Background: an optimization exercise with open tools, aiming at small area. Do not read the settings as production practice.
Function was checked by simulation only, so behaviour that the tests miss may differ from the original.
Power is estimated from default activity; no workload was simulated.

==> job 6450: inputs <==
Design ava_core, start of the top module:
module ava_core (
    input  wire        clk,
    input  wire        rst,           
    input  wire [15:0] prog_len,      
    output wire [15:0] prog_addr,     
    input  wire [7:0]  prog_data,     
    output wire [31:0] stk_w_data,
    output wire        stk_w_valid,
    input  wire        stk_w_ready,
    input  wire [31:0] stk_r_data,
    input  wire        stk_r_valid,
    output wire        stk_r_ready,
    output wire [7:0]  out_data,
    output wire        out_valid,
    input  wire        out_ready,
    output wire        halt,
    output wire        fault,
    output wire [2:0]  cause,
    output wire        push_lost,
    output wire        out_lost
);
clock: 12.0 ns
lec_check: 0
cap_margin: 20
core_margin: 2
core_utilization: 70
cts_cluster_diameter: 100
cts_cluster_size: 30
slew_margin: 20
buffer_ports_args: -buffer_cell sky130_fd_sc_hd__buf_1
standard.sh (not shown) runs the stock make flow with config.mk's settings and CLKGATE_MAP_FILE= SYNTH_SCRIPT=/design/flow/synth_recipe.tcl, a recipe that flattens the netlist after the stock synthesis.
==> flow/flow/run.sh <==
#!/bin/bash
# Layout flow: the standard ORFS flow with three changes.
#  1. Port buffers use the smallest buffer cell (buffer_ports -buffer_cell).
#  2. After the standard synthesis, flow/invopt.py removes inverters between
#     full adders by using some adders in complemented form (a full adder is
#     self-dual).
#  3. flow/resyn.sh then maps the remaining combinational logic again with an
#     area-oriented ABC script (flow/area.abc).
# Registers, their names and cell types are those of the standard synthesis.
# Each tool's output goes to a log file in this folder.
set -euo pipefail
echo 'export BUFFER_PORTS_ARGS = -buffer_cell sky130_fd_sc_hd__buf_1' >> config.mk
bash standard.sh synth > synth.log 2>&1
R=orfs/results/sky130hd/ava_core/base
cp $R/1_2_yosys.v $R/1_2_yosys_standard.v
python3 flow/invopt.py $R/1_2_yosys_standard.v $R/1_2_yosys_invopt.v > invopt.log 2>&1
bash flow/resyn.sh $R/1_2_yosys_invopt.v $R/1_2_yosys.v
rm -f $R/1_synth.odb $R/1_synth.sdc
bash standard.sh > standard.log 2>&1
==> flow/flow/resyn.sh <==
#!/bin/bash
# Re-map the combinational logic of a synthesized netlist for area.
# Registers, full adders and tie cells are kept as they are (as
# black boxes); every other cell is expanded to its liberty function and
# ABC maps that logic again with flow/area.abc.
# usage: resyn.sh in.v out.v
set -euo pipefail
LIB=$FLOW_HOME/platforms/sky130hd/lib/sky130_fd_sc_hd__tt_025C_1v80.lib
DU=$(grep -o "sky130_fd_sc_hd__\(probe\|lpflow\)[a-z0-9_]*" $FLOW_HOME/platforms/sky130hd/config.mk | sort -u | sed 's/^/-dont_use /' | tr '\n' ' ')
KEEP=$(grep -oE "sky130_fd_sc_hd__[a-z0-9_]+" $1 | sort -u | grep -E "__(e?df|sdf|dl|fa_|conb)" | tr '\n' ' ')
cat > resyn.ys <<EOF
read_liberty -ignore_miss_func $LIB
read_verilog $1
hierarchy -top $FLOW_TOP
blackbox $KEEP
flatten
opt_clean
abc -script $PWD/flow/area.abc -liberty $LIB $DU -dont_use sky130_fd_sc_hd__a222oi_1
opt_clean -purge
hilomap -singleton -hicell sky130_fd_sc_hd__conb_1 HI -locell sky130_fd_sc_hd__conb_1 LO
insbuf -buf sky130_fd_sc_hd__buf_4 A X
splitnets
opt_clean -purge
rename -hide w:*\$func\$*
stat -liberty $LIB
write_verilog -noattr -nohex -nodec $2
EOF
yosys -s resyn.ys > resyn.log 2>&1
if grep -q "assign" $2; then echo "resyn: unmapped logic left" >&2; exit 1; fi
Other scripts of this flow, unchanged in this note and not shown: flow/flow/area.abc, flow/flow/invopt.py
==> inputs of job 3348, as changes to job 6450 <==
--- a/flow/design.v
+++ b/flow/design.v
@@ -75,15 +75,15 @@
     assign out_lost  = out_lost_r;
     wire [7:0]  y  = s_a3 ? (op_mul ? stk_r_data[7:0] : 8'd1) :
                             (ahi | {6'd0, s_a2, 1'b0});
     wire        ys = !s_a3;
     wire [15:0] c  = s_a4 ? p0[23:8] :
                      s_a3 ? (op_mul ? 16'd0 : stk_r_data[15:0]) :
                      s_a2 ? rb :
-                            {8'd0, fb};
+                     (s_pi1 || s_pi2) ? {8'd0, fb} : 16'd0;
     wire [23:0] mac;
     wire r4n = ys & y[7];
     wire r4o0 = ~y[1] & y[0];
     wire r4w0 = y[1] & ~y[0];
     wire r4h0 = y[1] & y[0];
     wire m1 = (r4o0 & rb[0]) | (r4w0 & 1'b0) | (r4h0 & t[0]);
     wire m2 = (r4o0 & rb[1]) | (r4w0 & rb[0]) | (r4h0 & t[1]);
@@ -309,15 +309,15 @@
     assign stk_w_valid = st[3] && st[2];
     wire   sel_v0 = s_pv3 && (idx == 2'd0);
     wire   sel_v1 = s_pv3 && (idx == 2'd1);
     wire   sel_v2 = s_pv3 && (idx == 2'd2);
     wire   sel_v3 = s_pv3 && (idx == 2'd3);
     assign stk_w_data  = ({32{sel_v0}} & slot0) | ({32{sel_v1}} & slot1)
                        | ({32{sel_v2}} & slot2) | ({32{sel_v3}} & slot3)
-                       | ({32{!s_pv3}} & {mac, p0[7:0]});
+                       | {mac, p0[7:0]};    
     assign stk_r_ready = stk_r_valid && ((s_let && !big) || (st[3] && !st[2]));
     wire   dec_lf      = s_dec && (fb == 8'h82);
     assign out_valid   = dec_lf || (s_pr && stk_r_valid);
     assign out_data    = s_pr ? (8'h30 + stk_r_data[7:0]) : 8'h0a;
     always @(posedge clk) begin
         if (s_dec)         op_mul <= fb[0];
         if (s_pv1 || s_let) idx   <= fb[1:0];
--- a/flow/flow/run.sh
+++ b/flow/flow/run.sh
@@ -6,14 +6,15 @@
 #     self-dual).
 #  3. flow/resyn.sh then maps the remaining combinational logic again with an
 #     area-oriented ABC script (flow/area.abc).
 # Registers, their names and cell types are those of the standard synthesis.
 # Each tool's output goes to a log file in this folder.
 set -euo pipefail
 echo 'export BUFFER_PORTS_ARGS = -buffer_cell sky130_fd_sc_hd__buf_1' >> config.mk
+echo 'export CTS_ARGS = -sink_clustering_enable -repair_clock_nets -sink_clustering_size 30 -sink_clustering_max_diameter 100 -dont_use_dummy_load' >> config.mk
 bash standard.sh synth > synth.log 2>&1
 R=orfs/results/sky130hd/ava_core/base
 cp $R/1_2_yosys.v $R/1_2_yosys_standard.v
 python3 flow/invopt.py $R/1_2_yosys_standard.v $R/1_2_yosys_invopt.v > invopt.log 2>&1
 bash flow/resyn.sh $R/1_2_yosys_invopt.v $R/1_2_yosys.v
 rm -f $R/1_synth.odb $R/1_synth.sdc
 bash standard.sh > standard.log 2>&1
==> flow/flow/resyn.sh (replaced) <==
#!/bin/bash
# Re-map the combinational logic of a synthesized netlist for area.
# Registers, full adders and tie cells are kept as they are (as
# black boxes); every other cell is expanded to its liberty function and
# ABC maps that logic again with flow/area.abc.  The a222oi cell is left
# out: its pins are hard to reach and leave routing violations.
# usage: resyn.sh in.v out.v
set -euo pipefail
LIB=$FLOW_HOME/platforms/sky130hd/lib/sky130_fd_sc_hd__tt_025C_1v80.lib
DU=$(grep -o "sky130_fd_sc_hd__\(probe\|lpflow\)[a-z0-9_]*" $FLOW_HOME/platforms/sky130hd/config.mk | sort -u | sed 's/^/-dont_use /' | tr '\n' ' ')
KEEP=$(grep -oE "sky130_fd_sc_hd__[a-z0-9_]+" $1 | sort -u | grep -E "__(e?df|sdf|dl|fa_|conb)" | tr '\n' ' ')
cat > resyn.ys <<EOF
read_liberty -ignore_miss_func $LIB
read_verilog $1
hierarchy -top $FLOW_TOP
blackbox $KEEP
flatten
rename -hide w:*.*
opt_clean
abc -script $PWD/flow/area.abc -liberty $LIB $DU
opt_clean -purge
hilomap -singleton -hicell sky130_fd_sc_hd__conb_1 HI -locell sky130_fd_sc_hd__conb_1 LO
insbuf -buf sky130_fd_sc_hd__buf_4 A X
splitnets
opt_clean -purge
rename -hide w:*\$func\$*
stat -liberty $LIB
write_verilog -noattr -nohex -nodec $2
EOF
yosys -s resyn.ys > resyn.log 2>&1
if grep -q "assign" $2; then echo "resyn: unmapped logic left" >&2; exit 1; fi
==> flow/config.mk (replaced) <==
export PLATFORM = sky130hd
export DESIGN_NAME = ava_core
export DESIGN_NICKNAME = ava_core
export VERILOG_FILES = /design/flow/design.v
export SDC_FILE = /design/flow/constraint.sdc
export NUM_CORES = 4
export LEC_CHECK = 0
export CAP_MARGIN = 20
export CELL_PAD_IN_SITES_DETAIL_PLACEMENT = 1
export CORE_MARGIN = 2
export CORE_UTILIZATION = 70
export CTS_CLUSTER_DIAMETER = 100
export CTS_CLUSTER_SIZE = 30
export SLEW_MARGIN = 20
export BUFFER_PORTS_ARGS = -buffer_cell sky130_fd_sc_hd__buf_1
export CTS_ARGS = -sink_clustering_enable -repair_clock_nets -sink_clustering_size 30 -sink_clustering_max_diameter 100 -dont_use_dummy_load
==> inputs of job 8453, as changes to job 6450 <==
--- a/flow/design.v
+++ b/flow/design.v
@@ -75,15 +75,15 @@
     assign out_lost  = out_lost_r;
     wire [7:0]  y  = s_a3 ? (op_mul ? stk_r_data[7:0] : 8'd1) :
                             (ahi | {6'd0, s_a2, 1'b0});
     wire        ys = !s_a3;
     wire [15:0] c  = s_a4 ? p0[23:8] :
                      s_a3 ? (op_mul ? 16'd0 : stk_r_data[15:0]) :
                      s_a2 ? rb :
-                            {8'd0, fb};
+                     (s_pi1 || s_pi2) ? {8'd0, fb} : 16'd0;
     wire [23:0] mac;
     wire r4n = ys & y[7];
     wire r4o0 = ~y[1] & y[0];
     wire r4w0 = y[1] & ~y[0];
     wire r4h0 = y[1] & y[0];
     wire m1 = (r4o0 & rb[0]) | (r4w0 & 1'b0) | (r4h0 & t[0]);
     wire m2 = (r4o0 & rb[1]) | (r4w0 & rb[0]) | (r4h0 & t[1]);
@@ -309,15 +309,15 @@
     assign stk_w_valid = st[3] && st[2];
     wire   sel_v0 = s_pv3 && (idx == 2'd0);
     wire   sel_v1 = s_pv3 && (idx == 2'd1);
     wire   sel_v2 = s_pv3 && (idx == 2'd2);
     wire   sel_v3 = s_pv3 && (idx == 2'd3);
     assign stk_w_data  = ({32{sel_v0}} & slot0) | ({32{sel_v1}} & slot1)
                        | ({32{sel_v2}} & slot2) | ({32{sel_v3}} & slot3)
-                       | ({32{!s_pv3}} & {mac, p0[7:0]});
+                       | {mac, p0[7:0]};    
     assign stk_r_ready = stk_r_valid && ((s_let && !big) || (st[3] && !st[2]));
     wire   dec_lf      = s_dec && (fb == 8'h82);
     assign out_valid   = dec_lf || (s_pr && stk_r_valid);
     assign out_data    = s_pr ? (8'h30 + stk_r_data[7:0]) : 8'h0a;
     always @(posedge clk) begin
         if (s_dec)         op_mul <= fb[0];
         if (s_pv1 || s_let) idx   <= fb[1:0];
--- a/flow/flow/run.sh
+++ b/flow/flow/run.sh
@@ -6,14 +6,16 @@
 #     self-dual).
 #  3. flow/resyn.sh then maps the remaining combinational logic again with an
 #     area-oriented ABC script (flow/area.abc).
 # Registers, their names and cell types are those of the standard synthesis.
 # Each tool's output goes to a log file in this folder.
 set -euo pipefail
 echo 'export BUFFER_PORTS_ARGS = -buffer_cell sky130_fd_sc_hd__buf_1' >> config.mk
+echo 'export RECOVER_POWER = 100' >> config.mk
+echo 'export CTS_ARGS = -sink_clustering_enable -repair_clock_nets -sink_clustering_size 30 -sink_clustering_max_diameter 100 -dont_use_dummy_load' >> config.mk
 bash standard.sh synth > synth.log 2>&1
 R=orfs/results/sky130hd/ava_core/base
 cp $R/1_2_yosys.v $R/1_2_yosys_standard.v
 python3 flow/invopt.py $R/1_2_yosys_standard.v $R/1_2_yosys_invopt.v > invopt.log 2>&1
 bash flow/resyn.sh $R/1_2_yosys_invopt.v $R/1_2_yosys.v
 rm -f $R/1_synth.odb $R/1_synth.sdc
 bash standard.sh > standard.log 2>&1
--- a/flow/flow/resyn.sh
+++ b/flow/flow/resyn.sh
@@ -1,23 +1,25 @@
 #!/bin/bash
 # Re-map the combinational logic of a synthesized netlist for area.
 # Registers, full adders and tie cells are kept as they are (as
 # black boxes); every other cell is expanded to its liberty function and
-# ABC maps that logic again with flow/area.abc.
+# ABC maps that logic again with flow/area.abc.  The a222oi cell is left
+# out: its pins are hard to reach and leave routing violations.
 # usage: resyn.sh in.v out.v
 set -euo pipefail
 LIB=$FLOW_HOME/platforms/sky130hd/lib/sky130_fd_sc_hd__tt_025C_1v80.lib
 DU=$(grep -o "sky130_fd_sc_hd__\(probe\|lpflow\)[a-z0-9_]*" $FLOW_HOME/platforms/sky130hd/config.mk | sort -u | sed 's/^/-dont_use /' | tr '\n' ' ')
 KEEP=$(grep -oE "sky130_fd_sc_hd__[a-z0-9_]+" $1 | sort -u | grep -E "__(e?df|sdf|dl|fa_|conb)" | tr '\n' ' ')
 cat > resyn.ys <<EOF
 read_liberty -ignore_miss_func $LIB
 read_verilog $1
 hierarchy -top $FLOW_TOP
 blackbox $KEEP
 flatten
+rename -hide w:*.*
 opt_clean
 abc -script $PWD/flow/area.abc -liberty $LIB $DU -dont_use sky130_fd_sc_hd__a222oi_1
 opt_clean -purge
 hilomap -singleton -hicell sky130_fd_sc_hd__conb_1 HI -locell sky130_fd_sc_hd__conb_1 LO
 insbuf -buf sky130_fd_sc_hd__buf_4 A X
 splitnets
 opt_clean -purge
==> flow/config.mk (replaced) <==
export PLATFORM = sky130hd
export DESIGN_NAME = ava_core
export DESIGN_NICKNAME = ava_core
export VERILOG_FILES = /design/flow/design.v
export SDC_FILE = /design/flow/constraint.sdc
export NUM_CORES = 4
export LEC_CHECK = 0
export CAP_MARGIN = 20
export CORE_MARGIN = 2
export CORE_UTILIZATION = 75
export CTS_CLUSTER_DIAMETER = 100
export CTS_CLUSTER_SIZE = 30
export SLEW_MARGIN = 20
export BUFFER_PORTS_ARGS = -buffer_cell sky130_fd_sc_hd__buf_1
export RECOVER_POWER = 100
export CTS_ARGS = -sink_clustering_enable -repair_clock_nets -sink_clustering_size 30 -sink_clustering_max_diameter 100 -dont_use_dummy_load
==> summary.txt <==
- Job 8453 finished but fails on capacitance limit, slew limit. Job 3348 failed in detailed placement (3_5_place_dp) on DPL-0033. Job 6450 finished with timing, DRC and antenna clean.
- Synthesized cell count, highest first: job 6450, job 8453, job 3348.
- Setup slack: job 6450 is worse than job 8453 (0.35 ns).
- In job 8453 the non-clock buffer count is lower than in job 6450, by 1.
- Against job 6450, the clock power of job 8453 is lower by 5.4%.
- Total power: job 6450 is larger than job 8453 (about 3.6%).
- In critical path depth, job 8453 and job 6450 do not differ.
- Flip-flop and latch count is the same in job 8453 and job 6450.
- Register-to-register slack: job 6450 is higher than job 8453 (0.15 ns).

## afterwards: timing with drivers on the ports
The results above use ideal ports. As a check the final layouts listed here were re-extracted and re-timed, cells and wires unchanged. Step 1 sets driving cells, clkbuf_16 on the clock port and buf_2 on the other inputs (assumed; they add their load-dependent delay and slew). Step 2 moves the port delays by t, midway between the first and last clock arrival at a register: inputs arrive t later, outputs are due t later. That takes back most of the time a late clock gives input paths. Slacks: no drivers / after step 1 / after step 2; pairs: no drivers / after step 1.
run	t, ns	setup slack, ns	worst setup path at the end
job 6450	0.503	0.823 / 0.790 / 0.790	input to output
job 8453	0.497	1.170 / 1.129 / 1.226	input to output
The setup slack of job 6450, which loses most, moves by -0.033 ns with the drivers and by -0.033 ns with both steps.
